What follows belongs to an exercise in optimizing a design on an open flow for small area; a production flow would make more cautious choices. Function was checked by simulation only, so behaviour that the tests miss may differ from the original.

===== design/flow/config.mk =====
export PLATFORM = sky130hd
export DESIGN_NAME = pp_core
export DESIGN_NICKNAME = pp_core
export VERILOG_FILES = /design/flow/design.v
export SDC_FILE = /design/flow/constraint.sdc
export NUM_CORES = 4
export LEC_CHECK = 0
export CAP_MARGIN = 20
export CORE_MARGIN = 2
export CORE_UTILIZATION = 40
export CTS_CLUSTER_DIAMETER = 150
export CTS_CLUSTER_SIZE = 30
export PLACE_DENSITY = 0.6
export SLEW_MARGIN = 20
export SYNTH_HIERARCHICAL = 1

===== design/flow/constraint.sdc =====
create_clock -name core_clock -period 12.0 [get_ports {clk}]
set_input_delay 2.4000 -clock core_clock [delete_from_list [all_inputs] [get_ports {clk}]]
set_output_delay 2.4000 -clock core_clock [all_outputs]
set_load 0.01 [all_outputs]

===== design/flow/design.v =====
module pp_core (
    input  wire         clk,
    input  wire         rst,
    input  wire         cmd_valid,
    output wire         cmd_ready,
    input  wire [3:0]   cmd_code,
    input  wire [271:0] cmd_arg,
    output reg          rsp_valid,
    output reg  [1:0]   rsp_status,
    output wire [65:0]  rsp_data,
    output reg          tx_open_req,
    input  wire         tx_open_ack,
    input  wire         tx_open_ok,
    output reg          tx_wr_valid,
    output wire [31:0]  tx_wr_data,
    input  wire         tx_done,
    input  wire         tx_fail,
    output reg          tx_close,
    output wire [1:0]   phase,
    output wire [2:0]   err,
    output wire [1:0]   dstate
);
    localparam C_PARH   = 4'h1, C_PAR32 = 4'h2, C_ENCW  = 4'h3, C_TOBYTES = 4'h4,
               C_COUNT  = 4'h5, C_CMASK = 4'h6, C_PACKH = 4'h7, C_PACKB   = 4'h8,
               C_ENCPAT = 4'h9, C_LOAD  = 4'hA, C_START = 4'hB, C_LEN     = 4'hC,
               C_GET    = 4'hD, C_TICK  = 4'hE, C_STOP  = 4'hF;
    localparam PH_BUILD = 2'd0, PH_PLAY = 2'd1, PH_STOPPED = 2'd2, PH_HALT = 2'd3;
    localparam ST_OK = 2'd0, ST_REFUSED = 2'd1, ST_ERROR = 2'd2;
    localparam E_NONE = 3'd0, E_CONFIG = 3'd1, E_OPEN = 3'd2, E_WRITE = 3'd3, E_INDEX = 3'd4;
    reg  [511:0] cat;
    reg  [6:0]  cat_len;
    reg  [5:0]  cursor;
    reg  [1:0]  cnt_hi;               
    reg  [1:0]  cnt_lo;               
    reg  [1:0]  phase_r;
    reg  [2:0]  err_r;
    reg         stop_req;
    reg         wr_hdr;               
    reg         wr_body;              
    reg         open_wait;            
    reg  [31:0] rw;                   
    reg  [7:0]  rc;                   
    reg         f_low;                
    reg         f_ent;                
    reg         f_tick;               
    assign phase  = phase_r;
    assign err    = err_r;
    assign dstate = cnt_hi;
    wire busy = wr_hdr | wr_body;
    assign cmd_ready = !rst && !open_wait && (!busy || cmd_code == C_STOP);
    wire   accept    = cmd_valid && cmd_ready;
    wire [31:0] w = cmd_arg[31:0];
    wire        p_lo, p_hi;           
    wire        p_w  = p_lo ^ p_hi;
    wire [8:0]  count;
    pp_popcnt u_pop (.s(cmd_arg[255:0]), .c(count), .p_lo(p_lo), .p_hi(p_hi));
    wire [3:0]  code_eff = busy ? C_TICK : cmd_code;
    wire        sel_cur = code_eff[3] & code_eff[2] & code_eff[1];
    wire        sel_pp  = code_eff[0] & ~code_eff[2];
    wire [15:0] pm = sel_cur ? {10'd0, cursor} : sel_pp ? cmd_arg[271:256] : cmd_arg[15:0];
    wire [2:0]  m3oh;
    wire        id_par;
    pp_mod3 u_m3 (.p(pm), .oh(m3oh), .par8(id_par));
    wire [8:0]  mask = {{3{m3oh[2]}}, {3{m3oh[1]}}, {3{m3oh[0]}}};
    wire [31:0] body = {pm[7:0], mask, 14'd0, ~id_par};
    wire [5:0]  slot;
    wire [6:0]  sc;
    pp_ha a_s0 (.a(cat_len[0]), .b(~pm[0]), .s(slot[0]), .co(sc[1]));
    genvar gi;
    generate
        for (gi = 1; gi < 6; gi = gi + 1) begin : g_slot
            pp_fa a_s (.a(cat_len[gi]), .b(~pm[gi]), .c(sc[gi]), .s(slot[gi]), .co(sc[gi+1]));
        end
    endgenerate
    wire        slot_neg = ~(cat_len[6] | sc[6]);
    wire [7:0]  rd;
    pp_rdmux u_rd (.d(cat), .a(slot), .q(rd));
    wire        get_bad = slot_neg | (|cmd_arg[15:6]);
    wire [1:0]  cnt_lo_nx = (cnt_lo == 2'd2) ? 2'd0 : cnt_lo + 2'd1;
    wire [1:0]  cnt_hi_nx = (cnt_lo != 2'd2) ? cnt_hi : (cnt_hi == 2'd2) ? 2'd0 : cnt_hi + 2'd1;
    wire [5:0]  cursor_inc;
    wire [5:0]  cic;
    assign cursor_inc[0] = ~cursor[0];
    assign cic[1] = cursor[0];
    generate
        for (gi = 1; gi < 5; gi = gi + 1) begin : g_cinc
            pp_ha a_c (.a(cursor[gi]), .b(cic[gi]), .s(cursor_inc[gi]), .co(cic[gi+1]));
        end
    endgenerate
    assign cursor_inc[5] = cursor[5] ^ cic[5];
    wire [5:0]  cursor_nx = (slot == 6'd0) ? 6'd0 : cursor_inc;
    wire [6:0]  len_inc;
    wire [6:0]  lic;
    assign len_inc[0] = ~cat_len[0];
    assign lic[1] = cat_len[0];
    generate
        for (gi = 1; gi < 6; gi = gi + 1) begin : g_linc
            pp_ha a_l (.a(cat_len[gi]), .b(lic[gi]), .s(len_inc[gi]), .co(lic[gi+1]));
        end
    endgenerate
    assign len_inc[6] = cat_len[6] ^ lic[6];
    reg [31:0] rw_nx;
    always @* begin
        case (code_eff)
            C_PARH:    rw_nx = {30'd0, p_hi, p_lo};
            C_PAR32:   rw_nx = {31'd0, p_w};
            C_ENCW:    rw_nx = {w[31:1], w[0] ^ p_w};
            C_TOBYTES: rw_nx = w;
            C_COUNT:   rw_nx = {23'd0, count};
            C_CMASK:   rw_nx = {23'd0, mask};
            C_PACKH:   rw_nx = {4'hF, cmd_arg[7:0], 20'h42000};
            C_PACKB:   rw_nx = {cmd_arg[7:0], cmd_arg[16:8], 15'd0};
            C_LOAD:    rw_nx = {25'd0, cat_len[6] ? 7'd1 : cat_len};
            C_START:   rw_nx = {29'd0, E_CONFIG};
            C_LEN:     rw_nx = {25'd0, cat_len};
            C_GET:     rw_nx = get_bad ? {29'd0, E_INDEX} : body;
            default:   rw_nx = body;              
        endcase
    end
    wire [31:0] hdr = {4'hF, rc, 20'h42000} | {31'd0, ^rc};
    wire [31:0] tbody = rw & 32'hFFFF8001;
    assign rsp_data = ({66{f_low}}  & {34'd0, rw})
                    | ({66{f_ent}}  & {2'd0, hdr, 32'd0})
                    | ({66{f_tick}} & {hdr, tbody, cnt_hi});
    assign tx_wr_data = wr_body ? tbody : hdr;
    always @(posedge clk) begin
        rw <= open_wait ? {29'd0, E_OPEN} : rw_nx;
        rc <= code_eff[2] ? rd : count[7:0];
    end
    always @(posedge clk) begin
        f_low  <= 1'b0;
        f_ent  <= 1'b0;
        f_tick <= 1'b0;
        if (open_wait) begin
            f_low <= !tx_open_ok;
        end else if (accept) begin
            case (cmd_code)
                C_PARH, C_PAR32, C_ENCW, C_TOBYTES, C_COUNT, C_CMASK, C_PACKH, C_PACKB, C_LEN:
                    f_low <= 1'b1;
                C_ENCPAT: begin
                    f_low <= 1'b1;
                    f_ent <= 1'b1;
                end
                C_LOAD:  f_low <= phase_r == PH_BUILD;
                C_START: f_low <= phase_r == PH_BUILD && cat_len == 7'd0;
                C_GET: begin
                    f_low <= 1'b1;
                    f_ent <= !get_bad;
                end
                C_TICK:  f_tick <= phase_r == PH_PLAY && !stop_req;
                default: ;
            endcase
        end
    end
    always @(posedge clk) begin
        rsp_status <= ST_OK;
        if (rst) begin
            cat_len     <= 7'd0;
            cursor      <= 6'd0;
            cnt_hi      <= 2'd0;
            cnt_lo      <= 2'd0;
            phase_r     <= PH_BUILD;
            err_r       <= E_NONE;
            stop_req    <= 1'b0;
            wr_hdr      <= 1'b0;
            wr_body     <= 1'b0;
            open_wait   <= 1'b0;
            rsp_valid   <= 1'b0;
            tx_open_req <= 1'b0;
            tx_wr_valid <= 1'b0;
            tx_close    <= 1'b0;
        end else begin
            rsp_valid   <= 1'b0;
            tx_open_req <= 1'b0;
            tx_wr_valid <= 1'b0;
            tx_close    <= 1'b0;
            if (open_wait) begin
                if (tx_open_ack) begin
                    open_wait <= 1'b0;
                    rsp_valid <= 1'b1;
                    if (tx_open_ok) begin
                        cursor     <= 6'd0;
                        cnt_hi     <= 2'd0;
                        cnt_lo     <= 2'd0;
                        phase_r    <= PH_PLAY;
                        rsp_status <= ST_OK;
                    end else begin
                        if (err_r == E_NONE) err_r <= E_OPEN;
                        phase_r    <= PH_HALT;
                        rsp_status <= ST_ERROR;
                    end
                end
            end else if (busy) begin
                if (tx_done) begin
                    wr_hdr  <= 1'b0;
                    wr_body <= 1'b0;
                    if (wr_body) cursor <= cursor_nx;
                    if (tx_fail) begin
                        if (err_r == E_NONE) err_r <= E_WRITE;
                        tx_close <= 1'b1;           
                        phase_r  <= PH_HALT;
                    end else if (wr_hdr) begin
                        tx_wr_valid <= 1'b1;
                        wr_body     <= 1'b1;
                    end
                end
            end
            if (accept) begin
                rsp_valid  <= 1'b1;
                rsp_status <= ST_OK;
                case (cmd_code)
                    C_LOAD: begin
                        if (phase_r != PH_BUILD) begin
                            rsp_status <= ST_REFUSED;
                        end else if (cat_len[6]) begin
                            if (err_r == E_NONE) err_r <= E_CONFIG;
                            phase_r    <= PH_HALT;
                            rsp_status <= ST_ERROR;
                        end else begin
                            cat_len <= len_inc;
                        end
                    end
                    C_START: begin
                        if (phase_r != PH_BUILD) begin
                            rsp_status <= ST_REFUSED;
                        end else if (cat_len == 7'd0) begin
                            if (err_r == E_NONE) err_r <= E_CONFIG;
                            phase_r    <= PH_HALT;
                            rsp_status <= ST_ERROR;
                        end else begin
                            rsp_valid   <= 1'b0;
                            tx_open_req <= 1'b1;
                            open_wait   <= 1'b1;
                        end
                    end
                    C_GET: begin
                        if (get_bad) begin
                            if (err_r == E_NONE) err_r <= E_INDEX;
                            if (phase_r == PH_PLAY) tx_close <= 1'b1;
                            phase_r    <= PH_HALT;
                            rsp_status <= ST_ERROR;
                        end
                    end
                    C_TICK: begin
                        if (phase_r != PH_PLAY) begin
                            rsp_status <= ST_REFUSED;
                        end else if (stop_req) begin
                            tx_close <= 1'b1;
                            phase_r  <= PH_STOPPED;
                        end else begin
                            cnt_hi      <= cnt_hi_nx;
                            cnt_lo      <= cnt_lo_nx;
                            tx_wr_valid <= 1'b1;
                            wr_hdr      <= 1'b1;
                        end
                    end
                    C_STOP:    stop_req <= 1'b1;
                    4'h0:      rsp_status <= ST_REFUSED;    
                    default: ;
                endcase
            end
        end
    end
    always @(posedge clk) begin
        if (!rst && accept && cmd_code == C_LOAD && phase_r == PH_BUILD && !cat_len[6])
            cat <= {cat[503:0], count[7:0]};
    end
endmodule
module pp_rdmux (input wire [511:0] d, input wire [5:0] a, output wire [7:0] q);
    wire [7:0] col = 8'd1 << a[2:0];
    wire [7:0] row = 8'd1 << a[5:3];
    genvar h, b, l;
    generate
        for (b = 0; b < 8; b = b + 1) begin : g_bit
            wire [7:0] grp;
            for (h = 0; h < 8; h = h + 1) begin : g_grp
                wire [7:0] dd;
                for (l = 0; l < 8; l = l + 1) begin : g_l
                    assign dd[l] = d[64*h + 8*l + b];
                end
                pp_ao8 u_g (.d(dd), .s(col), .q(grp[h]));
            end
            pp_ao8 u_r (.d(grp), .s(row), .q(q[b]));
        end
    endgenerate
endmodule
module pp_ao8 (input wire [7:0] d, input wire [7:0] s, output wire q);
    wire n0, n1;
    pp_aoi222 u0 (.a(d[2:0]), .s(s[2:0]), .y(n0));
    pp_aoi222 u1 (.a(d[5:3]), .s(s[5:3]), .y(n1));
    assign q = ~(n0 & n1) | (d[6] & s[6]) | (d[7] & s[7]);
endmodule
module pp_aoi222 (input wire [2:0] a, input wire [2:0] s, output wire y);
    assign y = ~((a[0] & s[0]) | (a[1] & s[1]) | (a[2] & s[2]));
endmodule
module pp_mod3 (input wire [15:0] p, output wire [2:0] oh, output wire par8);
    wire s1a, c1a, s1b, c1b, s2a, c2a, s2b, c2b;
    pp_fa f0 (.a(p[0]),  .b(p[2]),  .c(p[4]),  .s(s1a), .co(c1a));
    pp_fa f1 (.a(p[8]),  .b(p[10]), .c(p[12]), .s(s1b), .co(c1b));
    pp_fa f2 (.a(p[1]),  .b(p[3]),  .c(p[5]),  .s(s2a), .co(c2a));
    pp_fa f3 (.a(p[9]),  .b(p[11]), .c(p[13]), .s(s2b), .co(c2b));
    assign par8 = s1a ^ s2a ^ p[6] ^ p[7];
    wire x1, y1, x2, y2, z1, t1, z2, t2;
    pp_fa f4 (.a(s1a), .b(s1b), .c(p[6]), .s(x1), .co(y1));
    pp_fa f5 (.a(p[14]), .b(c2a), .c(c2b), .s(x2), .co(y2));
    pp_fa f6 (.a(c1a), .b(c1b), .c(s2a), .s(z1), .co(t1));
    pp_fa f7 (.a(s2b), .b(p[7]), .c(p[15]), .s(z2), .co(t2));
    wire u1, v1, u2, v2;
    pp_fa f8 (.a(x1), .b(x2), .c(t1), .s(u1), .co(v1));
    pp_fa f9 (.a(y1), .b(y2), .c(z1), .s(u2), .co(v2));
    wire a, b, c, d;
    pp_fa f10 (.a(u1), .b(t2), .c(v2), .s(a), .co(b));
    pp_fa f11 (.a(v1), .b(u2), .c(z2), .s(c), .co(d));
    wire e, f, g, h;
    pp_ha h0 (.a(a), .b(d), .s(e), .co(f));
    pp_fa f12 (.a(b), .b(c), .c(f), .s(g), .co(h));
    assign oh[0] = (~e & ~h & ~g) | ((e ^ h) & g);
    assign oh[1] = ((e ^ h) & ~g) | (e & h & g);
    assign oh[2] = (e & h & ~g) | (~e & ~h & g);
endmodule
module pp_popcnt (input wire [255:0] s, output wire [8:0] c, output wire p_lo, output wire p_hi);
  wire n257, n258;
  pp_fa un257 (.a(s[0]), .b(s[1]), .c(s[2]), .s(n257), .co(n258));
  wire n259, n260;
  pp_fa un259 (.a(s[3]), .b(s[4]), .c(s[5]), .s(n259), .co(n260));
  wire n261, n262;
  pp_fa un261 (.a(s[6]), .b(s[7]), .c(s[8]), .s(n261), .co(n262));
  wire n263, n264;
  pp_fa un263 (.a(s[9]), .b(s[10]), .c(s[11]), .s(n263), .co(n264));
  wire n265, n266;
  pp_fa un265 (.a(s[12]), .b(s[13]), .c(s[14]), .s(n265), .co(n266));
  wire n267, n268;
  pp_fa un267 (.a(s[15]), .b(n257), .c(n259), .s(n267), .co(n268));
  wire n269, n270;
  pp_fa un269 (.a(n261), .b(n263), .c(n265), .s(n269), .co(n270));
  wire n271, n272;
  pp_ha un271 (.a(n267), .b(n269), .s(n271), .co(n272));
  wire n273, n274;
  pp_fa un273 (.a(s[16]), .b(s[17]), .c(s[18]), .s(n273), .co(n274));
  wire n275, n276;
  pp_fa un275 (.a(s[19]), .b(s[20]), .c(s[21]), .s(n275), .co(n276));
  wire n277, n278;
  pp_fa un277 (.a(s[22]), .b(s[23]), .c(s[24]), .s(n277), .co(n278));
  wire n279, n280;
  pp_fa un279 (.a(s[25]), .b(s[26]), .c(s[27]), .s(n279), .co(n280));
  wire n281, n282;
  pp_fa un281 (.a(s[28]), .b(s[29]), .c(s[30]), .s(n281), .co(n282));
  wire n283, n284;
  pp_fa un283 (.a(s[31]), .b(n273), .c(n275), .s(n283), .co(n284));
  wire n285, n286;
  pp_fa un285 (.a(n277), .b(n279), .c(n281), .s(n285), .co(n286));
  wire n287, n288;
  pp_ha un287 (.a(n283), .b(n285), .s(n287), .co(n288));
  wire n289, n290;
  pp_fa un289 (.a(s[32]), .b(s[33]), .c(s[34]), .s(n289), .co(n290));
  wire n291, n292;
  pp_fa un291 (.a(s[35]), .b(s[36]), .c(s[37]), .s(n291), .co(n292));
  wire n293, n294;
  pp_fa un293 (.a(s[38]), .b(s[39]), .c(s[40]), .s(n293), .co(n294));
  wire n295, n296;
  pp_fa un295 (.a(s[41]), .b(s[42]), .c(s[43]), .s(n295), .co(n296));
  wire n297, n298;
  pp_fa un297 (.a(s[44]), .b(s[45]), .c(s[46]), .s(n297), .co(n298));
  wire n299, n300;
  pp_fa un299 (.a(s[47]), .b(s[48]), .c(s[49]), .s(n299), .co(n300));
  wire n301, n302;
  pp_fa un301 (.a(s[50]), .b(s[51]), .c(s[52]), .s(n301), .co(n302));
  wire n303, n304;
  pp_fa un303 (.a(s[53]), .b(s[54]), .c(s[55]), .s(n303), .co(n304));
  wire n305, n306;
  pp_fa un305 (.a(s[56]), .b(s[57]), .c(s[58]), .s(n305), .co(n306));
  wire n307, n308;
  pp_fa un307 (.a(s[59]), .b(s[60]), .c(s[61]), .s(n307), .co(n308));
  wire n309, n310;
  pp_fa un309 (.a(s[62]), .b(s[63]), .c(s[64]), .s(n309), .co(n310));
  wire n311, n312;
  pp_fa un311 (.a(s[65]), .b(s[66]), .c(s[67]), .s(n311), .co(n312));
  wire n313, n314;
  pp_fa un313 (.a(s[68]), .b(s[69]), .c(s[70]), .s(n313), .co(n314));
  wire n315, n316;
  pp_fa un315 (.a(s[71]), .b(s[72]), .c(s[73]), .s(n315), .co(n316));
  wire n317, n318;
  pp_fa un317 (.a(s[74]), .b(s[75]), .c(s[76]), .s(n317), .co(n318));
  wire n319, n320;
  pp_fa un319 (.a(s[77]), .b(s[78]), .c(s[79]), .s(n319), .co(n320));
  wire n321, n322;
  pp_fa un321 (.a(s[80]), .b(s[81]), .c(s[82]), .s(n321), .co(n322));
  wire n323, n324;
  pp_fa un323 (.a(s[83]), .b(s[84]), .c(s[85]), .s(n323), .co(n324));
  wire n325, n326;
  pp_fa un325 (.a(s[86]), .b(s[87]), .c(s[88]), .s(n325), .co(n326));
  wire n327, n328;
  pp_fa un327 (.a(s[89]), .b(s[90]), .c(s[91]), .s(n327), .co(n328));
  wire n329, n330;
  pp_fa un329 (.a(s[92]), .b(s[93]), .c(s[94]), .s(n329), .co(n330));
  wire n331, n332;
  pp_fa un331 (.a(s[95]), .b(s[96]), .c(s[97]), .s(n331), .co(n332));
  wire n333, n334;
  pp_fa un333 (.a(s[98]), .b(s[99]), .c(s[100]), .s(n333), .co(n334));
  wire n335, n336;
  pp_fa un335 (.a(s[101]), .b(s[102]), .c(s[103]), .s(n335), .co(n336));
  wire n337, n338;
  pp_fa un337 (.a(s[104]), .b(s[105]), .c(s[106]), .s(n337), .co(n338));
  wire n339, n340;
  pp_fa un339 (.a(s[107]), .b(s[108]), .c(s[109]), .s(n339), .co(n340));
  wire n341, n342;
  pp_fa un341 (.a(s[110]), .b(s[111]), .c(s[112]), .s(n341), .co(n342));
  wire n343, n344;
  pp_fa un343 (.a(s[113]), .b(s[114]), .c(s[115]), .s(n343), .co(n344));
  wire n345, n346;
  pp_fa un345 (.a(s[116]), .b(s[117]), .c(s[118]), .s(n345), .co(n346));
  wire n347, n348;
  pp_fa un347 (.a(s[119]), .b(s[120]), .c(s[121]), .s(n347), .co(n348));
  wire n349, n350;
  pp_fa un349 (.a(s[122]), .b(s[123]), .c(s[124]), .s(n349), .co(n350));
  wire n351, n352;
  pp_fa un351 (.a(s[125]), .b(s[126]), .c(s[127]), .s(n351), .co(n352));
  wire n353, n354;
  pp_fa un353 (.a(s[128]), .b(s[129]), .c(s[130]), .s(n353), .co(n354));
  wire n355, n356;
  pp_fa un355 (.a(s[131]), .b(s[132]), .c(s[133]), .s(n355), .co(n356));
  wire n357, n358;
  pp_fa un357 (.a(s[134]), .b(s[135]), .c(s[136]), .s(n357), .co(n358));
  wire n359, n360;
  pp_fa un359 (.a(s[137]), .b(s[138]), .c(s[139]), .s(n359), .co(n360));
  wire n361, n362;
  pp_fa un361 (.a(s[140]), .b(s[141]), .c(s[142]), .s(n361), .co(n362));
  wire n363, n364;
  pp_fa un363 (.a(s[143]), .b(s[144]), .c(s[145]), .s(n363), .co(n364));
  wire n365, n366;
  pp_fa un365 (.a(s[146]), .b(s[147]), .c(s[148]), .s(n365), .co(n366));
  wire n367, n368;
  pp_fa un367 (.a(s[149]), .b(s[150]), .c(s[151]), .s(n367), .co(n368));
  wire n369, n370;
  pp_fa un369 (.a(s[152]), .b(s[153]), .c(s[154]), .s(n369), .co(n370));
  wire n371, n372;
  pp_fa un371 (.a(s[155]), .b(s[156]), .c(s[157]), .s(n371), .co(n372));
  wire n373, n374;
  pp_fa un373 (.a(s[158]), .b(s[159]), .c(s[160]), .s(n373), .co(n374));
  wire n375, n376;
  pp_fa un375 (.a(s[161]), .b(s[162]), .c(s[163]), .s(n375), .co(n376));
  wire n377, n378;
  pp_fa un377 (.a(s[164]), .b(s[165]), .c(s[166]), .s(n377), .co(n378));
  wire n379, n380;
  pp_fa un379 (.a(s[167]), .b(s[168]), .c(s[169]), .s(n379), .co(n380));
  wire n381, n382;
  pp_fa un381 (.a(s[170]), .b(s[171]), .c(s[172]), .s(n381), .co(n382));
  wire n383, n384;
  pp_fa un383 (.a(s[173]), .b(s[174]), .c(s[175]), .s(n383), .co(n384));
  wire n385, n386;
  pp_fa un385 (.a(s[176]), .b(s[177]), .c(s[178]), .s(n385), .co(n386));
  wire n387, n388;
  pp_fa un387 (.a(s[179]), .b(s[180]), .c(s[181]), .s(n387), .co(n388));
  wire n389, n390;
  pp_fa un389 (.a(s[182]), .b(s[183]), .c(s[184]), .s(n389), .co(n390));
  wire n391, n392;
  pp_fa un391 (.a(s[185]), .b(s[186]), .c(s[187]), .s(n391), .co(n392));
  wire n393, n394;
  pp_fa un393 (.a(s[188]), .b(s[189]), .c(s[190]), .s(n393), .co(n394));
  wire n395, n396;
  pp_fa un395 (.a(s[191]), .b(s[192]), .c(s[193]), .s(n395), .co(n396));
  wire n397, n398;
  pp_fa un397 (.a(s[194]), .b(s[195]), .c(s[196]), .s(n397), .co(n398));
  wire n399, n400;
  pp_fa un399 (.a(s[197]), .b(s[198]), .c(s[199]), .s(n399), .co(n400));
  wire n401, n402;
  pp_fa un401 (.a(s[200]), .b(s[201]), .c(s[202]), .s(n401), .co(n402));
  wire n403, n404;
  pp_fa un403 (.a(s[203]), .b(s[204]), .c(s[205]), .s(n403), .co(n404));
  wire n405, n406;
  pp_fa un405 (.a(s[206]), .b(s[207]), .c(s[208]), .s(n405), .co(n406));
  wire n407, n408;
  pp_fa un407 (.a(s[209]), .b(s[210]), .c(s[211]), .s(n407), .co(n408));
  wire n409, n410;
  pp_fa un409 (.a(s[212]), .b(s[213]), .c(s[214]), .s(n409), .co(n410));
  wire n411, n412;
  pp_fa un411 (.a(s[215]), .b(s[216]), .c(s[217]), .s(n411), .co(n412));
  wire n413, n414;
  pp_fa un413 (.a(s[218]), .b(s[219]), .c(s[220]), .s(n413), .co(n414));
  wire n415, n416;
  pp_fa un415 (.a(s[221]), .b(s[222]), .c(s[223]), .s(n415), .co(n416));
  wire n417, n418;
  pp_fa un417 (.a(s[224]), .b(s[225]), .c(s[226]), .s(n417), .co(n418));
  wire n419, n420;
  pp_fa un419 (.a(s[227]), .b(s[228]), .c(s[229]), .s(n419), .co(n420));
  wire n421, n422;
  pp_fa un421 (.a(s[230]), .b(s[231]), .c(s[232]), .s(n421), .co(n422));
  wire n423, n424;
  pp_fa un423 (.a(s[233]), .b(s[234]), .c(s[235]), .s(n423), .co(n424));
  wire n425, n426;
  pp_fa un425 (.a(s[236]), .b(s[237]), .c(s[238]), .s(n425), .co(n426));
  wire n427, n428;
  pp_fa un427 (.a(s[239]), .b(s[240]), .c(s[241]), .s(n427), .co(n428));
  wire n429, n430;
  pp_fa un429 (.a(s[242]), .b(s[243]), .c(s[244]), .s(n429), .co(n430));
  wire n431, n432;
  pp_fa un431 (.a(s[245]), .b(s[246]), .c(s[247]), .s(n431), .co(n432));
  wire n433, n434;
  pp_fa un433 (.a(s[248]), .b(s[249]), .c(s[250]), .s(n433), .co(n434));
  wire n435, n436;
  pp_fa un435 (.a(s[251]), .b(s[252]), .c(s[253]), .s(n435), .co(n436));
  wire n437, n438;
  pp_fa un437 (.a(s[254]), .b(s[255]), .c(n289), .s(n437), .co(n438));
  wire n439, n440;
  pp_fa un439 (.a(n291), .b(n293), .c(n295), .s(n439), .co(n440));
  wire n441, n442;
  pp_fa un441 (.a(n297), .b(n299), .c(n301), .s(n441), .co(n442));
  wire n443, n444;
  pp_fa un443 (.a(n303), .b(n305), .c(n307), .s(n443), .co(n444));
  wire n445, n446;
  pp_fa un445 (.a(n309), .b(n311), .c(n313), .s(n445), .co(n446));
  wire n447, n448;
  pp_fa un447 (.a(n315), .b(n317), .c(n319), .s(n447), .co(n448));
  wire n449, n450;
  pp_fa un449 (.a(n321), .b(n323), .c(n325), .s(n449), .co(n450));
  wire n451, n452;
  pp_fa un451 (.a(n327), .b(n329), .c(n331), .s(n451), .co(n452));
  wire n453, n454;
  pp_fa un453 (.a(n333), .b(n335), .c(n337), .s(n453), .co(n454));
  wire n455, n456;
  pp_fa un455 (.a(n339), .b(n341), .c(n343), .s(n455), .co(n456));
  wire n457, n458;
  pp_fa un457 (.a(n345), .b(n347), .c(n349), .s(n457), .co(n458));
  wire n459, n460;
  pp_fa un459 (.a(n351), .b(n353), .c(n355), .s(n459), .co(n460));
  wire n461, n462;
  pp_fa un461 (.a(n357), .b(n359), .c(n361), .s(n461), .co(n462));
  wire n463, n464;
  pp_fa un463 (.a(n363), .b(n365), .c(n367), .s(n463), .co(n464));
  wire n465, n466;
  pp_fa un465 (.a(n369), .b(n371), .c(n373), .s(n465), .co(n466));
  wire n467, n468;
  pp_fa un467 (.a(n375), .b(n377), .c(n379), .s(n467), .co(n468));
  wire n469, n470;
  pp_fa un469 (.a(n381), .b(n383), .c(n385), .s(n469), .co(n470));
  wire n471, n472;
  pp_fa un471 (.a(n387), .b(n389), .c(n391), .s(n471), .co(n472));
  wire n473, n474;
  pp_fa un473 (.a(n393), .b(n395), .c(n397), .s(n473), .co(n474));
  wire n475, n476;
  pp_fa un475 (.a(n399), .b(n401), .c(n403), .s(n475), .co(n476));
  wire n477, n478;
  pp_fa un477 (.a(n405), .b(n407), .c(n409), .s(n477), .co(n478));
  wire n479, n480;
  pp_fa un479 (.a(n411), .b(n413), .c(n415), .s(n479), .co(n480));
  wire n481, n482;
  pp_fa un481 (.a(n417), .b(n419), .c(n421), .s(n481), .co(n482));
  wire n483, n484;
  pp_fa un483 (.a(n423), .b(n425), .c(n427), .s(n483), .co(n484));
  wire n485, n486;
  pp_fa un485 (.a(n429), .b(n431), .c(n433), .s(n485), .co(n486));
  wire n487, n488;
  pp_fa un487 (.a(n435), .b(n437), .c(n439), .s(n487), .co(n488));
  wire n489, n490;
  pp_fa un489 (.a(n441), .b(n443), .c(n445), .s(n489), .co(n490));
  wire n491, n492;
  pp_fa un491 (.a(n447), .b(n449), .c(n451), .s(n491), .co(n492));
  wire n493, n494;
  pp_fa un493 (.a(n453), .b(n455), .c(n457), .s(n493), .co(n494));
  wire n495, n496;
  pp_fa un495 (.a(n459), .b(n461), .c(n463), .s(n495), .co(n496));
  wire n497, n498;
  pp_fa un497 (.a(n465), .b(n467), .c(n469), .s(n497), .co(n498));
  wire n499, n500;
  pp_fa un499 (.a(n471), .b(n473), .c(n475), .s(n499), .co(n500));
  wire n501, n502;
  pp_fa un501 (.a(n477), .b(n479), .c(n481), .s(n501), .co(n502));
  wire n503, n504;
  pp_fa un503 (.a(n483), .b(n485), .c(n271), .s(n503), .co(n504));
  wire n505, n506;
  pp_fa un505 (.a(n287), .b(n487), .c(n489), .s(n505), .co(n506));
  wire n507, n508;
  pp_fa un507 (.a(n491), .b(n493), .c(n495), .s(n507), .co(n508));
  wire n509, n510;
  pp_fa un509 (.a(n497), .b(n499), .c(n501), .s(n509), .co(n510));
  wire n511, n512;
  pp_fa un511 (.a(n503), .b(n505), .c(n507), .s(n511), .co(n512));
  wire n513, n514;
  pp_ha un513 (.a(n509), .b(n511), .s(n513), .co(n514));
  wire n515, n516;
  pp_fa un515 (.a(n258), .b(n260), .c(n262), .s(n515), .co(n516));
  wire n517, n518;
  pp_fa un517 (.a(n264), .b(n266), .c(n274), .s(n517), .co(n518));
  wire n519, n520;
  pp_fa un519 (.a(n276), .b(n278), .c(n280), .s(n519), .co(n520));
  wire n521, n522;
  pp_fa un521 (.a(n282), .b(n290), .c(n292), .s(n521), .co(n522));
  wire n523, n524;
  pp_fa un523 (.a(n294), .b(n296), .c(n298), .s(n523), .co(n524));
  wire n525, n526;
  pp_fa un525 (.a(n300), .b(n302), .c(n304), .s(n525), .co(n526));
  wire n527, n528;
  pp_fa un527 (.a(n306), .b(n308), .c(n310), .s(n527), .co(n528));
  wire n529, n530;
  pp_fa un529 (.a(n312), .b(n314), .c(n316), .s(n529), .co(n530));
  wire n531, n532;
  pp_fa un531 (.a(n318), .b(n320), .c(n322), .s(n531), .co(n532));
  wire n533, n534;
  pp_fa un533 (.a(n324), .b(n326), .c(n328), .s(n533), .co(n534));
  wire n535, n536;
  pp_fa un535 (.a(n330), .b(n332), .c(n334), .s(n535), .co(n536));
  wire n537, n538;
  pp_fa un537 (.a(n336), .b(n338), .c(n340), .s(n537), .co(n538));
  wire n539, n540;
  pp_fa un539 (.a(n342), .b(n344), .c(n346), .s(n539), .co(n540));
  wire n541, n542;
  pp_fa un541 (.a(n348), .b(n350), .c(n352), .s(n541), .co(n542));
  wire n543, n544;
  pp_fa un543 (.a(n354), .b(n356), .c(n358), .s(n543), .co(n544));
  wire n545, n546;
  pp_fa un545 (.a(n360), .b(n362), .c(n364), .s(n545), .co(n546));
  wire n547, n548;
  pp_fa un547 (.a(n366), .b(n368), .c(n370), .s(n547), .co(n548));
  wire n549, n550;
  pp_fa un549 (.a(n372), .b(n374), .c(n376), .s(n549), .co(n550));
  wire n551, n552;
  pp_fa un551 (.a(n378), .b(n380), .c(n382), .s(n551), .co(n552));
  wire n553, n554;
  pp_fa un553 (.a(n384), .b(n386), .c(n388), .s(n553), .co(n554));
  wire n555, n556;
  pp_fa un555 (.a(n390), .b(n392), .c(n394), .s(n555), .co(n556));
  wire n557, n558;
  pp_fa un557 (.a(n396), .b(n398), .c(n400), .s(n557), .co(n558));
  wire n559, n560;
  pp_fa un559 (.a(n402), .b(n404), .c(n406), .s(n559), .co(n560));
  wire n561, n562;
  pp_fa un561 (.a(n408), .b(n410), .c(n412), .s(n561), .co(n562));
  wire n563, n564;
  pp_fa un563 (.a(n414), .b(n416), .c(n418), .s(n563), .co(n564));
  wire n565, n566;
  pp_fa un565 (.a(n420), .b(n422), .c(n424), .s(n565), .co(n566));
  wire n567, n568;
  pp_fa un567 (.a(n426), .b(n428), .c(n430), .s(n567), .co(n568));
  wire n569, n570;
  pp_fa un569 (.a(n432), .b(n434), .c(n436), .s(n569), .co(n570));
  wire n571, n572;
  pp_fa un571 (.a(n268), .b(n270), .c(n284), .s(n571), .co(n572));
  wire n573, n574;
  pp_fa un573 (.a(n286), .b(n438), .c(n440), .s(n573), .co(n574));
  wire n575, n576;
  pp_fa un575 (.a(n442), .b(n444), .c(n446), .s(n575), .co(n576));
  wire n577, n578;
  pp_fa un577 (.a(n448), .b(n450), .c(n452), .s(n577), .co(n578));
  wire n579, n580;
  pp_fa un579 (.a(n454), .b(n456), .c(n458), .s(n579), .co(n580));
  wire n581, n582;
  pp_fa un581 (.a(n460), .b(n462), .c(n464), .s(n581), .co(n582));
  wire n583, n584;
  pp_fa un583 (.a(n466), .b(n468), .c(n470), .s(n583), .co(n584));
  wire n585, n586;
  pp_fa un585 (.a(n472), .b(n474), .c(n476), .s(n585), .co(n586));
  wire n587, n588;
  pp_fa un587 (.a(n478), .b(n480), .c(n482), .s(n587), .co(n588));
  wire n589, n590;
  pp_fa un589 (.a(n484), .b(n486), .c(n515), .s(n589), .co(n590));
  wire n591, n592;
  pp_fa un591 (.a(n517), .b(n519), .c(n521), .s(n591), .co(n592));
  wire n593, n594;
  pp_fa un593 (.a(n523), .b(n525), .c(n527), .s(n593), .co(n594));
  wire n595, n596;
  pp_fa un595 (.a(n529), .b(n531), .c(n533), .s(n595), .co(n596));
  wire n597, n598;
  pp_fa un597 (.a(n535), .b(n537), .c(n539), .s(n597), .co(n598));
  wire n599, n600;
  pp_fa un599 (.a(n541), .b(n543), .c(n545), .s(n599), .co(n600));
  wire n601, n602;
  pp_fa un601 (.a(n547), .b(n549), .c(n551), .s(n601), .co(n602));
  wire n603, n604;
  pp_fa un603 (.a(n553), .b(n555), .c(n557), .s(n603), .co(n604));
  wire n605, n606;
  pp_fa un605 (.a(n559), .b(n561), .c(n563), .s(n605), .co(n606));
  wire n607, n608;
  pp_fa un607 (.a(n565), .b(n567), .c(n569), .s(n607), .co(n608));
  wire n609, n610;
  pp_fa un609 (.a(n272), .b(n288), .c(n488), .s(n609), .co(n610));
  wire n611, n612;
  pp_fa un611 (.a(n490), .b(n492), .c(n494), .s(n611), .co(n612));
  wire n613, n614;
  pp_fa un613 (.a(n496), .b(n498), .c(n500), .s(n613), .co(n614));
  wire n615, n616;
  pp_fa un615 (.a(n502), .b(n571), .c(n573), .s(n615), .co(n616));
  wire n617, n618;
  pp_fa un617 (.a(n575), .b(n577), .c(n579), .s(n617), .co(n618));
  wire n619, n620;
  pp_fa un619 (.a(n581), .b(n583), .c(n585), .s(n619), .co(n620));
  wire n621, n622;
  pp_fa un621 (.a(n587), .b(n589), .c(n591), .s(n621), .co(n622));
  wire n623, n624;
  pp_fa un623 (.a(n593), .b(n595), .c(n597), .s(n623), .co(n624));
  wire n625, n626;
  pp_fa un625 (.a(n599), .b(n601), .c(n603), .s(n625), .co(n626));
  wire n627, n628;
  pp_fa un627 (.a(n605), .b(n607), .c(n609), .s(n627), .co(n628));
  wire n629, n630;
  pp_fa un629 (.a(n611), .b(n613), .c(n615), .s(n629), .co(n630));
  wire n631, n632;
  pp_fa un631 (.a(n617), .b(n619), .c(n621), .s(n631), .co(n632));
  wire n633, n634;
  pp_fa un633 (.a(n623), .b(n625), .c(n504), .s(n633), .co(n634));
  wire n635, n636;
  pp_fa un635 (.a(n506), .b(n508), .c(n510), .s(n635), .co(n636));
  wire n637, n638;
  pp_fa un637 (.a(n512), .b(n627), .c(n629), .s(n637), .co(n638));
  wire n639, n640;
  pp_fa un639 (.a(n631), .b(n633), .c(n635), .s(n639), .co(n640));
  wire n641, n642;
  pp_fa un641 (.a(n514), .b(n637), .c(n639), .s(n641), .co(n642));
  wire n643, n644;
  pp_fa un643 (.a(n516), .b(n518), .c(n520), .s(n643), .co(n644));
  wire n645, n646;
  pp_fa un645 (.a(n522), .b(n524), .c(n526), .s(n645), .co(n646));
  wire n647, n648;
  pp_fa un647 (.a(n528), .b(n530), .c(n532), .s(n647), .co(n648));
  wire n649, n650;
  pp_fa un649 (.a(n534), .b(n536), .c(n538), .s(n649), .co(n650));
  wire n651, n652;
  pp_fa un651 (.a(n540), .b(n542), .c(n544), .s(n651), .co(n652));
  wire n653, n654;
  pp_fa un653 (.a(n546), .b(n548), .c(n550), .s(n653), .co(n654));
  wire n655, n656;
  pp_fa un655 (.a(n552), .b(n554), .c(n556), .s(n655), .co(n656));
  wire n657, n658;
  pp_fa un657 (.a(n558), .b(n560), .c(n562), .s(n657), .co(n658));
  wire n659, n660;
  pp_fa un659 (.a(n564), .b(n566), .c(n568), .s(n659), .co(n660));
  wire n661, n662;
  pp_fa un661 (.a(n570), .b(n572), .c(n574), .s(n661), .co(n662));
  wire n663, n664;
  pp_fa un663 (.a(n576), .b(n578), .c(n580), .s(n663), .co(n664));
  wire n665, n666;
  pp_fa un665 (.a(n582), .b(n584), .c(n586), .s(n665), .co(n666));
  wire n667, n668;
  pp_fa un667 (.a(n588), .b(n590), .c(n592), .s(n667), .co(n668));
  wire n669, n670;
  pp_fa un669 (.a(n594), .b(n596), .c(n598), .s(n669), .co(n670));
  wire n671, n672;
  pp_fa un671 (.a(n600), .b(n602), .c(n604), .s(n671), .co(n672));
  wire n673, n674;
  pp_fa un673 (.a(n606), .b(n608), .c(n643), .s(n673), .co(n674));
  wire n675, n676;
  pp_fa un675 (.a(n645), .b(n647), .c(n649), .s(n675), .co(n676));
  wire n677, n678;
  pp_fa un677 (.a(n651), .b(n653), .c(n655), .s(n677), .co(n678));
  wire n679, n680;
  pp_fa un679 (.a(n657), .b(n659), .c(n661), .s(n679), .co(n680));
  wire n681, n682;
  pp_fa un681 (.a(n663), .b(n665), .c(n667), .s(n681), .co(n682));
  wire n683, n684;
  pp_fa un683 (.a(n669), .b(n671), .c(n673), .s(n683), .co(n684));
  wire n685, n686;
  pp_fa un685 (.a(n675), .b(n677), .c(n610), .s(n685), .co(n686));
  wire n687, n688;
  pp_fa un687 (.a(n612), .b(n614), .c(n616), .s(n687), .co(n688));
  wire n689, n690;
  pp_fa un689 (.a(n618), .b(n620), .c(n622), .s(n689), .co(n690));
  wire n691, n692;
  pp_fa un691 (.a(n624), .b(n626), .c(n628), .s(n691), .co(n692));
  wire n693, n694;
  pp_fa un693 (.a(n630), .b(n632), .c(n679), .s(n693), .co(n694));
  wire n695, n696;
  pp_fa un695 (.a(n681), .b(n683), .c(n634), .s(n695), .co(n696));
  wire n697, n698;
  pp_fa un697 (.a(n636), .b(n685), .c(n687), .s(n697), .co(n698));
  wire n699, n700;
  pp_fa un699 (.a(n689), .b(n638), .c(n691), .s(n699), .co(n700));
  wire n701, n702;
  pp_fa un701 (.a(n693), .b(n640), .c(n695), .s(n701), .co(n702));
  wire n703, n704;
  pp_fa un703 (.a(n697), .b(n699), .c(n642), .s(n703), .co(n704));
  wire n705, n706;
  pp_ha un705 (.a(n701), .b(n703), .s(n705), .co(n706));
  wire n707, n708;
  pp_fa un707 (.a(n644), .b(n646), .c(n648), .s(n707), .co(n708));
  wire n709, n710;
  pp_fa un709 (.a(n650), .b(n652), .c(n654), .s(n709), .co(n710));
  wire n711, n712;
  pp_fa un711 (.a(n656), .b(n658), .c(n660), .s(n711), .co(n712));
  wire n713, n714;
  pp_fa un713 (.a(n707), .b(n709), .c(n711), .s(n713), .co(n714));
  wire n715, n716;
  pp_fa un715 (.a(n662), .b(n664), .c(n666), .s(n715), .co(n716));
  wire n717, n718;
  pp_fa un717 (.a(n668), .b(n670), .c(n672), .s(n717), .co(n718));
  wire n719, n720;
  pp_fa un719 (.a(n674), .b(n676), .c(n678), .s(n719), .co(n720));
  wire n721, n722;
  pp_fa un721 (.a(n680), .b(n682), .c(n684), .s(n721), .co(n722));
  wire n723, n724;
  pp_fa un723 (.a(n713), .b(n715), .c(n717), .s(n723), .co(n724));
  wire n725, n726;
  pp_fa un725 (.a(n719), .b(n686), .c(n688), .s(n725), .co(n726));
  wire n727, n728;
  pp_fa un727 (.a(n690), .b(n692), .c(n694), .s(n727), .co(n728));
  wire n729, n730;
  pp_fa un729 (.a(n721), .b(n723), .c(n696), .s(n729), .co(n730));
  wire n731, n732;
  pp_fa un731 (.a(n698), .b(n725), .c(n700), .s(n731), .co(n732));
  wire n733, n734;
  pp_fa un733 (.a(n727), .b(n702), .c(n729), .s(n733), .co(n734));
  wire n735, n736;
  pp_fa un735 (.a(n731), .b(n704), .c(n733), .s(n735), .co(n736));
  wire n737, n738;
  pp_ha un737 (.a(n706), .b(n735), .s(n737), .co(n738));
  wire n739, n740;
  pp_fa un739 (.a(n708), .b(n710), .c(n712), .s(n739), .co(n740));
  wire n741, n742;
  pp_fa un741 (.a(n714), .b(n739), .c(n716), .s(n741), .co(n742));
  wire n743, n744;
  pp_fa un743 (.a(n718), .b(n720), .c(n722), .s(n743), .co(n744));
  wire n745, n746;
  pp_fa un745 (.a(n724), .b(n726), .c(n741), .s(n745), .co(n746));
  wire n747, n748;
  pp_fa un747 (.a(n728), .b(n743), .c(n730), .s(n747), .co(n748));
  wire n749, n750;
  pp_fa un749 (.a(n745), .b(n732), .c(n734), .s(n749), .co(n750));
  wire n751, n752;
  pp_fa un751 (.a(n747), .b(n736), .c(n749), .s(n751), .co(n752));
  wire n753, n754;
  pp_ha un753 (.a(n738), .b(n751), .s(n753), .co(n754));
  wire n755, n756;
  pp_fa un755 (.a(n740), .b(n742), .c(n744), .s(n755), .co(n756));
  wire n757, n758;
  pp_fa un757 (.a(n746), .b(n755), .c(n748), .s(n757), .co(n758));
  wire n759, n760;
  pp_fa un759 (.a(n750), .b(n757), .c(n752), .s(n759), .co(n760));
  wire n761, n762;
  pp_ha un761 (.a(n754), .b(n759), .s(n761), .co(n762));
  wire n763, n764;
  pp_fa un763 (.a(n756), .b(n758), .c(n760), .s(n763), .co(n764));
  wire n765, n766;
  pp_ha un765 (.a(n762), .b(n763), .s(n765), .co(n766));
  wire n767, n768;
  pp_ha un767 (.a(n764), .b(n766), .s(n767), .co(n768));
  assign c[0] = n513;
  assign c[1] = n641;
  assign c[2] = n705;
  assign c[3] = n737;
  assign c[4] = n753;
  assign c[5] = n761;
  assign c[6] = n765;
  assign c[7] = n767;
  assign c[8] = n768;
  assign p_lo = n271;
  assign p_hi = n287;
endmodule
module pp_fa (input wire a, input wire b, input wire c, output wire s, output wire co);
  assign s  = a ^ b ^ c;
  assign co = ~((~a & ~b) | (~a & ~c) | (~b & ~c));
endmodule
module pp_ha (input wire a, input wire b, output wire s, output wire co);
  assign s  = a ^ b;
  assign co = a & b;
endmodule

===== design/flow/flow/run.sh =====
#!/bin/bash
# The standard layout, with each port buffered by the smallest buffer
# (sky130_fd_sc_hd__buf_1) instead of the default clkdlybuf4s50_1.
set -euo pipefail
export BUFFER_PORTS_ARGS="-buffer_cell sky130_fd_sc_hd__buf_1"
bash standard.sh finish > flow_standard.log 2>&1

===== design/flow/standard.sh =====
#!/bin/bash
# synth_recipe.tcl (not shown) runs the flow's synth.tcl, then flattens the netlist and writes it again
# the make line also repeats each setting of config.mk as NAME=value (left out here)
make -C /OpenROAD-flow-scripts/flow DESIGN_CONFIG=/design/flow/config.mk WORK_HOME=/design/flow/orfs CLKGATE_MAP_FILE= SYNTH_SCRIPT=/design/flow/synth_recipe.tcl "${@:-finish}"

==> results of run 1 <==
==> cell type report <==
class	count	area, um2	area share [%]
inverters	15	56.3	0.180
repair buffers	398	1640	5.24
diodes	2	5.00	0.0160
flip-flops and latches	587	16900	54.0
well taps	940	1180	3.76
clock inverters	2	25.0	0.0800
clock buffers	40	639	2.05
multi-input cells	1020	10800	34.7
==> per-layer routing <==
layer	GRT usage (%)	up-vias	wire length [um]
met4	6.37	8	2260
li1	-	7433	-
met5	0	-	52
met2	38.5	939	41500
met1	27.5	8969	30000
met3	4.33	116	7320
==> Yosys stat by module (local to each module, per instance) <==
module | cells inside | times used | flops+latches | area, um2
pp_ha | 1 | 20 | 0 | 12.5
pp_ao8 | 2 | 72 | 0 | 12.5
pp_core | 1066 | 1 | 587 | 19900
pp_aoi222 | 1 | 144 | 0 | 10.0
pp_fa | 1 | 265 | 0 | 20.0
pp_mod3 | 10 | 1 | 0 | 92.6
pp_popcnt | 9 | 1 | 0 | 67.6
pp_rdmux | 16 | 1 | 0 | 130
==> flip-flops by register name, indices dropped and copies added, names as in the netlist, 2 cells and up <==
signal      cells
cat_len         7
cnt_hi          2
phase_r         2
cnt_lo          2
rw             32
cursor          6
rsp_status      2
cat           512
err_r           3
rc              8
==> worst max path at each step <==
stage / endpoint / slack, ns
floorplan: cat[0] / -7.63
CTS: rw[7] / 2.88
global placement: rw[7] / 2.30
global route: rw[7] / 2.73
finish: rw[7] / 2.83
detailed placement: rw[7] / 2.26
==> metrics by stage <==
stage / utilization [%] / setup TNS [ns]
finish: 44.8 / 0
global route: 44.8 / 0
CTS: 44.8 / 0
detailed placement: 43.8 / 0
global placement: 43.8 / 0
floorplan: - / -3940.95
==> logic make-up (layout without fill, tap and decap cells) <==
group,Yosys count,after routing,share of synthesized area (%)
AND/OR/NAND/NOR,296,296,5.78
multiplexers,22,22,0.877
flip-flops,587,587,60.0
adder cells (fa/ha/maj),287,287,19.8
other,1,29,0.0133
XOR/XNOR,12,12,0.374
AO/OA/AOI/OAI,376,376,11.2
buffers and inverters,93,455,1.90
==> layout by cell type, fill, tap and decap left out, types with 5 or more instances in the layout <==
master,synthesis,layout
a21o_1,5,5
a21oi_1,46,46
a221oi_1,9,9
a222oi_1,155,155
a22o_1,29,29
a22oi_1,77,77
a31oi_1,10,10
and2_1,24,24
and3_1,8,8
buf_1,3,367
buf_4,44,28
clkbuf_1,15,17
clkbuf_16,0,23
conb_1,1,27
dfxtp_1,75,73
edfxtp_1,512,512
fa_1,265,265
ha_1,22,22
inv_1,15,15
mux2_2,21,21
nand2_1,64,64
nand2b_1,11,11
nand3_1,82,82
nor2_1,36,36
nor2b_1,6,5
nor3_1,13,12
nor3b_1,9,6
o21ai_0,10,10
o2bb2ai_1,8,8
xnor2_1,8,8
==> run summary, run 1 <==
Synth-to-Final Area Change=11.2%; status=complete, no violations; Die ar.=72400 um2; number of routed nets with antenna violations=0; Req. time, crit path=12.46 ns; # port buffers=367; RSZ-0062 raised after global routing=false; Primary FF master, synth=edfxtp_1; cell family with most CP delay=adder cells; final hold vios=0; Unique masters post-synth=between 70 and 80; Critical Path Stages=17; Post-CTS Setup Bufs=0; CP endpoint kind=flip-flop; startpoint type of the worst setup path=input port; Min-Delay Endpoint=cat[38]; Post-Syn Area=about 28000 um2; crit path buf inv count=1; drt drc=0; Seq/Total Area, Yosys=between 60% and 70%; CTS tree=built; Starting Density=40.3%; Die Wd=269 um; WHS Path Cells=0; largest net degree at the start of global routing=192; Hold Path Class=flip-flop to flip-flop; Tot GR Track Use=22.0%; first-pass GRT wire length=between 100 and 150 mm; share of Yosys cell area claimed by the top area cell type=54.7%; arrival time at the worst endpoint=9.63 ns; cells on worst reg2reg path=15; WL per Instance=~27 um; CP max stage cell=fa_1; Slew @ Worst Pin=roughly 1.1 ns; non-filler cells in the finished layout=3004; count leader, synth=edfxtp_1; largest cells by area after synthesis=edfxtp_1 (55%), fa_1 (19%), a222oi_1 (5.5%), dfxtp_1 (5.3%), a22oi_1 (2.1%); cell chain of the critical path=buf_1 > fa_1 > fa_1 > fa_1 > fa_1 > fa_1 > fa_1 > fa_1 > fa_1 > fa_1 > fa_1 > fa_1 > fa_1 > ha_1 > ha_1 > a222oi_1 > nor2_1; buffer levels on the longest clock path=3; final setup fails=0; max incr delay on CP=0.57 ns; synthesized flop and latch total=587; CTS root buffer=clkbuf_16; final wirelength=81.1 mm; critical hold path startpoint=cat[30]; number of global-route vias before repair=18500; final net count=2615; Reg-to-Reg End=rw[5]; initial drt markers=2433; reg2reg start=wr_body; relative slew slack=28.7%; CTS sink cnt=587; layout cell share with drive strength beyond 1=5.19%; initial antenna violation count=9; Tcrit/Tclk final=76.4%; H-tree levels=1; Post-CTS Resized=0; EDFF count, synth=about 510; design area=about 31000 um2; CP max FO=5; FF-to-FF setup slack=5.42 ns; dpl ws=2.26 ns; crit path time final=9.17 ns; Reg clk slew, reported paths=0.12 ns; Critical Path Most Common Cell=fa_1; Critical Path Start=cmd_arg[1]; IO Count=395; post-DP HPWL=58.5 mm; Ys Warns=7; Final Max Tran Viols=0; GR Overflow Total=0; core area=69800 um2; final setup skew=between 0.015 and 0.02 ns; Yosys top cell by area=edfxtp_1; fraction of registers with async set/reset=0%; crit path kind=input port to flip-flop; latest clock arrival within the worst-skew pair=about 0.58 ns; Syn Area/Cell=16.8 um2; Peak Freq=between 100 and 150 MHz; FILL cells=6230; Routability Congestion=0.935; min setup slack post-route=around 2.8 ns; vias per inst=roughly 5.8; drt pass-1 iters=10; CTS Buf Count=23; Post-synth top cells=edfxtp_1 (512), fa_1 (265), a222oi_1 (155), nand3_1 (82), a22oi_1 (77); vias=about 17000; minimum hold slack=0.451 ns; post-placement cell count=2960; hold-fix buffers at CTS=0; Max-Cap Viols=0; Rows=97; Syn Inst Count=1674; Placed Area=around 30000 um2; overall die height=269 um
==> run 2: changes to the inputs <==
--- a/design/flow/config.mk
+++ b/design/flow/config.mk
@@ -8,8 +8,8 @@
 export CAP_MARGIN = 20
 export CORE_MARGIN = 2
 export CORE_UTILIZATION = 40
-export CTS_CLUSTER_DIAMETER = 150
-export CTS_CLUSTER_SIZE = 30
+export CTS_CLUSTER_DIAMETER = 80
+export CTS_CLUSTER_SIZE = 24
 export PLACE_DENSITY = 0.6
 export SLEW_MARGIN = 20
 export SYNTH_HIERARCHICAL = 1
==> run summary, run 2 <==
status=complete, no violations (unchanged); Yosys top cell by area=edfxtp_1 (unchanged); Post-Syn Area=28100 um2 (unchanged); Slew @ Worst Pin=1.07 ns (about the same); EDFF count, synth=512 (unchanged); critical hold path startpoint=cat[56] (was cat[30]); Die Wd=269 um (unchanged); Min-Delay Endpoint=cat[64] (was cat[38]); largest cells by area after synthesis=edfxtp_1 (55%), fa_1 (19%), a222oi_1 (5.5%), dfxtp_1 (5.3%), a22oi_1 (2.1%) (unchanged); startpoint type of the worst setup path=input port (unchanged); cells on worst reg2reg path=14 (was 15); Syn Area/Cell=16.8 um2 (unchanged); final wirelength=81.4 mm (was 81.1 mm); post-DP HPWL=58.5 mm (unchanged); drt drc=0 (unchanged); share of Yosys cell area claimed by the top area cell type=54.7% (unchanged); relative slew slack=28.8% (was 28.7%); IO Count=395 (unchanged); Routability Congestion=0.935 (unchanged); WL per Instance=27.0 um (about the same); # port buffers=367 (unchanged); Peak Freq=109 MHz (about the same); CP max FO=5 (unchanged); Primary FF master, synth=edfxtp_1 (unchanged); Rows=97 (unchanged); H-tree levels=1 (unchanged); Critical Path Most Common Cell=fa_1 (unchanged); crit path time final=9.15 ns (was 9.17 ns); initial antenna violation count=8 (was 9); most frequent cells in the layout=edfxtp_1 (512), buf_1 (367), fa_1 (265), a222oi_1 (155), nand3_1 (82) (unchanged); layout cell share with drive strength beyond 1=5.64% (was 5.19%); Hold Path Class=flip-flop to flip-flop (unchanged); Seq/Total Area, Yosys=60.0% (unchanged); FF-to-FF setup slack=5.40 ns (was 5.42 ns); Tot GR Track Use=22.0% (about the same); overall die height=269 um (unchanged); fraction of registers with async set/reset=0% (unchanged); number of global-route vias before repair=18500 (about the same); arrival time at the worst endpoint=9.64 ns (was 9.63 ns); CP max stage cell=fa_1 (unchanged); vias=17500 (about the same); hold-fix buffers at CTS=0 (unchanged); cell family with most CP delay=adder cells (unchanged); reg2reg start=wr_body (unchanged); synthesized flop and latch total=587 (unchanged); CTS Buf Count=29 (was 23); Post-CTS Setup Bufs=0 (unchanged); count leader, synth=edfxtp_1 (unchanged); Post-CTS Resized=0 (unchanged); RSZ-0062 raised after global routing=false (unchanged); cell chain of the critical path=buf_1 > fa_1 > fa_1 > fa_1 > fa_1 > fa_1 > fa_1 > fa_1 > fa_1 > fa_1 > fa_1 > fa_1 > fa_1 > ha_1 > ha_1 > a222oi_1 > nor2_1 (unchanged); crit path buf inv count=1 (unchanged); Reg clk slew, reported paths=0.09 ns (was 0.12 ns); initial drt markers=2401 (was 2433); final hold vios=0 (unchanged); WHS Path Cells=0 (unchanged); buffer levels on the longest clock path=3 (unchanged); most common cell after layout, fill and taps aside=edfxtp_1 (unchanged); GR Overflow Total=0 (unchanged); latest clock arrival within the worst-skew pair=0.61 ns (was 0.58 ns); Biggest register=cat (unchanged); first-pass GRT wire length=120 mm (about the same); Reg-to-Reg End=rc[6] (was rw[5]); Tcrit/Tclk final=76.3% (was 76.4%); CTS tree=built (unchanged); final setup skew=0.0205 ns (was 0.0197 ns); Req. time, crit path=12.49 ns (was 12.46 ns); Starting Density=40.3% (unchanged); CTS sink cnt=587 (unchanged); Post-synth top cells=edfxtp_1 (512), fa_1 (265), a222oi_1 (155), nand3_1 (82), a22oi_1 (77) (unchanged); final net count=2621 (was 2615); crit path kind=input port to flip-flop (unchanged); largest net degree at the start of global routing=192 (unchanged); Syn Inst Count=1674 (unchanged); Final Max Tran Viols=0 (unchanged); CP endpoint kind=flip-flop (unchanged); drt pass-1 iters=9 (was 10); Max-Cap Viols=0 (unchanged); max reg flops=512 (unchanged); Unique masters post-synth=72 (unchanged); Synth-to-Final Area Change=12.0% (was 11.2%); number of routed nets with antenna violations=0 (unchanged); fin util=45.1% (was 44.8%); final setup fails=0 (unchanged); CTS root buffer=clkbuf_16 (unchanged); vias per inst=5.80 (was 5.81); Ys Warns=7 (unchanged); Top Registers=cat: 512 flops, rw: 32 flops, rc: 8 flops (unchanged); Die ar.=72400 um2 (unchanged); core area=69800 um2 (unchanged); minimum hold slack=0.440 ns (was 0.451 ns); max incr delay on CP=0.57 ns (about the same)
-- run 2: how the worst max path moves through the flow --
stage / from / end / slack (ns) / cells after the start
3_3_place_gp: cmd_arg[0] / rw[7] / 2.30 / 18
3_5_place_dp: cmd_arg[1] / rw[7] / 2.26 / 17
4_1_cts: cmd_arg[1] / rw[7] / 2.91 / 17
2_1_floorplan: cmd_code[3] / cat[0] / -7.63 / 4
6_report: cmd_arg[1] / rw[7] / 2.85 / 17
5_1_grt: cmd_arg[1] / rw[7] / 2.75 / 17
-- run 2: Yosys stat by module (local to each module, per instance), excerpt --
module	times used	cell area [um2]
pp_aoi222	144	10.0
pp_ha	20	12.5
pp_mod3	1	92.6
pp_fa	265	20.0
pp_ao8	72	12.5
pp_core	1	19900
-- run 2: routing by layer --
| metal | global-route usage, % | vias up | wire (um) |
|---|---|---|---|
| li1 | - | 7454 | - |
| met1 | 27.5 | 9023 | 30100 |
| met2 | 38.7 | 896 | 41600 |
| met3 | 4.29 | 121 | 7170 |
| met4 | 6.28 | 8 | 2470 |
| met5 | 0 | - | 53 |
-- run 2: cell families (layout without fill, tap and decap cells) --
logic type | after synthesis | after routing | share of synthesized area, %
AOI/OAI and AO/OA | 376 | 376 | 11.2
xor gates and xnor gates | 12 | 12 | 0.374
adders and majority gates | 287 | 287 | 19.8
buffers and inverters | 93 | 467 | 1.90
DFF | 587 | 587 | 60.0
muxes | 22 | 22 | 0.877
other | 1 | 30 | 0.0133
and+or+nand+nor | 296 | 296 | 5.78
-- run 2: metrics by stage --
step,instance area (um2),TNS [ns],worst slack (ns),std cells
floorplan,28200,-3940.95,-7.63,1700
global placement,30600,0,2.30,2960
detailed placement,30600,0,2.26,2960
CTS,31500,0,2.91,3014
global route,31500,0,2.75,3014
finish,31500,0,2.85,3017
-- run 2: cell type report --
| class | instances | area [um2] |
|---|---|---|
| clock inverters | 6 | 88.8 |
| repair buffers | 398 | 1640 |
| inverters | 15 | 56.3 |
| well taps | 940 | 1180 |
| fillers | 6218 | 38300 |
| multi-input cells | 1020 | 10800 |
| clock buffers | 48 | 797 |
| flip-flops and latches | 587 | 16900 |
| diodes | 3 | 7.51 |
==> run 3: changes to the inputs <==
--- a/design/flow/config.mk
+++ b/design/flow/config.mk
@@ -8,8 +8,8 @@
 export CAP_MARGIN = 20
 export CORE_MARGIN = 2
 export CORE_UTILIZATION = 40
-export CTS_CLUSTER_DIAMETER = 80
-export CTS_CLUSTER_SIZE = 24
+export CTS_CLUSTER_DIAMETER = 130
+export CTS_CLUSTER_SIZE = 28
 export PLACE_DENSITY = 0.6
 export SLEW_MARGIN = 20
 export SYNTH_HIERARCHICAL = 1
==> run summary, run 3 <==
layout cell share with drive strength beyond 1=5.18% (was 5.64%); status=complete, no violations (unchanged); final hold vios=0 (unchanged); min setup slack post-route=2.86 ns (was 2.85 ns); Primary FF master, synth=edfxtp_1 (unchanged); crit path kind=input port to flip-flop (unchanged); fraction of registers with async set/reset=0% (unchanged); hold-fix buffers at CTS=0 (unchanged); Synth-to-Final Area Change=11.3% (was 12.0%); core area=69800 um2 (unchanged); Peak Freq=109 MHz (about the same); post-DP HPWL=58.5 mm (unchanged); latest clock arrival within the worst-skew pair=0.58 ns (was 0.61 ns); IO Count=395 (unchanged); Post-Syn Area=28100 um2 (unchanged); number of global-route vias before repair=18500 (about the same); Post-CTS Setup Bufs=0 (unchanged); final setup fails=0 (unchanged); Yosys top cell by area=edfxtp_1 (unchanged); WL per Instance=26.9 um (was 27.0 um); vias per inst=5.83 (was 5.80); Req. time, crit path=12.46 ns (was 12.49 ns); Final Max Tran Viols=0 (unchanged); vias=17500 (about the same); Syn Area/Cell=16.8 um2 (unchanged); critical hold path startpoint=cat[410] (was cat[56]); Die Wd=269 um (unchanged); CTS sink cnt=587 (unchanged); CTS Buf Count=24 (was 29); Tot GR Track Use=21.9% (was 22.0%); initial drt markers=2440 (was 2401); Syn Inst Count=1674 (unchanged); Unique masters post-synth=72 (unchanged); EDFF count, synth=512 (unchanged); Post-synth top cells=edfxtp_1 (512), fa_1 (265), a222oi_1 (155), nand3_1 (82), a22oi_1 (77) (unchanged); Top Registers=cat: 512 flops, rw: 32 flops, rc: 8 flops (unchanged); Reg clk slew, reported paths=0.11 ns (was 0.09 ns); Post-CTS Resized=0 (unchanged); synthesized flop and latch total=587 (unchanged); Starting Density=40.3% (unchanged); Routability Congestion=0.935 (unchanged); relative slew slack=28.6% (was 28.8%); minimum hold slack=0.453 ns (was 0.440 ns); Critical Path Start=cmd_arg[1] (unchanged); most common cell after layout, fill and taps aside=edfxtp_1 (unchanged); CTS root buffer=clkbuf_16 (unchanged); buffer levels on the longest clock path=3 (unchanged); drt pass-1 iters=9 (unchanged); share of Yosys cell area claimed by the top area cell type=54.7% (unchanged); number of routed nets with antenna violations=0 (unchanged); crit path time final=9.14 ns (was 9.15 ns); RSZ-0062 raised after global routing=false (unchanged); initial antenna violation count=11 (was 8); final setup skew=0.0157 ns (was 0.0205 ns); Tcrit/Tclk final=76.2% (was 76.3%); overall die height=269 um (unchanged); H-tree levels=1 (unchanged); Slew @ Worst Pin=1.07 ns (about the same); dpl ws=2.26 ns (unchanged); FILL cells=6239 (was 6218); first-pass GRT wire length=120 mm (about the same); Ys Warns=7 (unchanged); Max-Cap Viols=0 (unchanged); largest cells by area after synthesis=edfxtp_1 (55%), fa_1 (19%), a222oi_1 (5.5%), dfxtp_1 (5.3%), a22oi_1 (2.1%) (unchanged); drt drc=0 (unchanged); Seq/Total Area, Yosys=60.0% (unchanged); most frequent cells in the layout=edfxtp_1 (512), buf_1 (367), fa_1 (265), a222oi_1 (155), nand3_1 (82) (unchanged); CTS tree=built (unchanged); # port buffers=367 (unchanged); max reg flops=512 (unchanged); CP max FO=5 (unchanged); Hold Path Class=flip-flop to flip-flop (unchanged); startpoint type of the worst setup path=input port (unchanged); count leader, synth=edfxtp_1 (unchanged); Rows=97 (unchanged); final wirelength=81.0 mm (was 81.4 mm); reg2reg start=wr_body (unchanged); arrival time at the worst endpoint=9.60 ns (was 9.64 ns); GR Overflow Total=0 (unchanged); final net count=2616 (was 2621); Biggest register=cat (unchanged); largest net degree at the start of global routing=192 (unchanged); CP endpoint kind=flip-flop (unchanged); Die ar.=72400 um2 (unchanged)
run 3: logic make-up (layout without fill, tap and decap cells):
logic type / Yosys count / count (layout) / share of synthesized area [%]
flip-flops: 587 / 587 / 60.0
AND/OR/NAND/NOR: 296 / 296 / 5.78
multiplexers: 22 / 22 / 0.877
AO/OA/AOI/OAI: 376 / 376 / 11.2
other: 1 / 29 / 0.0133
adder cells (fa/ha/maj): 287 / 287 / 19.8
XOR/XNOR: 12 / 12 / 0.374
buffers and inverters: 93 / 457 / 1.90
run 3: modules after synthesis (local to each module, per instance):
module | cells | area [um2] | flip-flops and latches | times used
pp_rdmux | 16 | 130 | 0 | 1
pp_core | 1066 | 19900 | 587 | 1
pp_ao8 | 2 | 12.5 | 0 | 72
pp_ha | 1 | 12.5 | 0 | 20
pp_mod3 | 10 | 92.6 | 0 | 1
pp_popcnt | 9 | 67.6 | 0 | 1
pp_aoi222 | 1 | 10.0 | 0 | 144
pp_fa | 1 | 20.0 | 0 | 265
run 3: cell type report:
type	instances	area, um2	share of cell area (%)
Clock buffer	44	697	2.23
Multi-Input combinational cell	1020	10800	34.7
Antenna cell	2	5.00	0.0160
Inverter	15	56.3	0.180
Sequential cell	587	16900	53.9
Tap cell	940	1180	3.76
Timing Repair Buffer	398	1640	5.24
run 3: worst max-delay path, stage by stage:
cell and delay, ns:
buf_1 0.23, fa_1 0.50, fa_1 0.46, fa_1 0.53, fa_1 0.53, fa_1 0.57, fa_1 0.54, fa_1 0.55
fa_1 0.44, fa_1 0.42, fa_1 0.44, fa_1 0.39, fa_1 0.45, ha_1 0.20, ha_1 0.41, a222oi_1 0.45
nor2_1 0.08
run 3: stage by stage:
stage	instances	util (%)	setup TNS [ns]	area, um2
floorplan	1700	-	-3940.95	28200
global placement	2960	43.8	0	30600
detailed placement	2960	43.8	0	30600
CTS	3004	44.8	0	31300
global route	3004	44.8	0	31300
finish	3006	44.8	0	31300
run 3: path summary, 6_finish.rpt:
kind         endpoint  cells past startpoint  slack, ns
min          cat[418]                      0       0.45
min reg2reg  cat[418]                      0       0.45
max             rw[7]                     17       2.86
max reg2reg     rc[6]                     14       5.34
run 3: metal layers:
metal	vias up	track usage, %	wire length [um]
met5	-	0	59
met4	10	6.03	2210
met3	122	4.35	7210
met2	912	38.5	41400
met1	9034	27.6	30100
li1	7440	-	-

separate check: timing with driven ports:
Ports are ideal in the flow. The routed layouts listed here were re-timed in OpenROAD. Step 1 assumes that a clkbuf_16 drives the clock port and a buf_2 every other input. Step 2, shift: input delay + t, output delay - t, t = (earliest + latest rising clock arrival at the registers) / 2. This alone moves slack from input paths to output paths. Three values: ideal, step 1, step 2; two values: the first two.
run	t (ns)	setup WS [ns]	worst setup path at the end	pins driven straight from the clock port
run 1	0.629	2.834 / 2.846 / 2.217	input to register	1
run 2	0.657	2.849 / 2.861 / 2.204	input to register	1
run 3	0.631	2.862 / 2.873 / 2.242	input to register	1
After both steps every run listed still meets setup and hold. For run 2, which loses most, drivers alone change the setup slack by +0.012 ns; drivers and shift together by -0.645 ns.
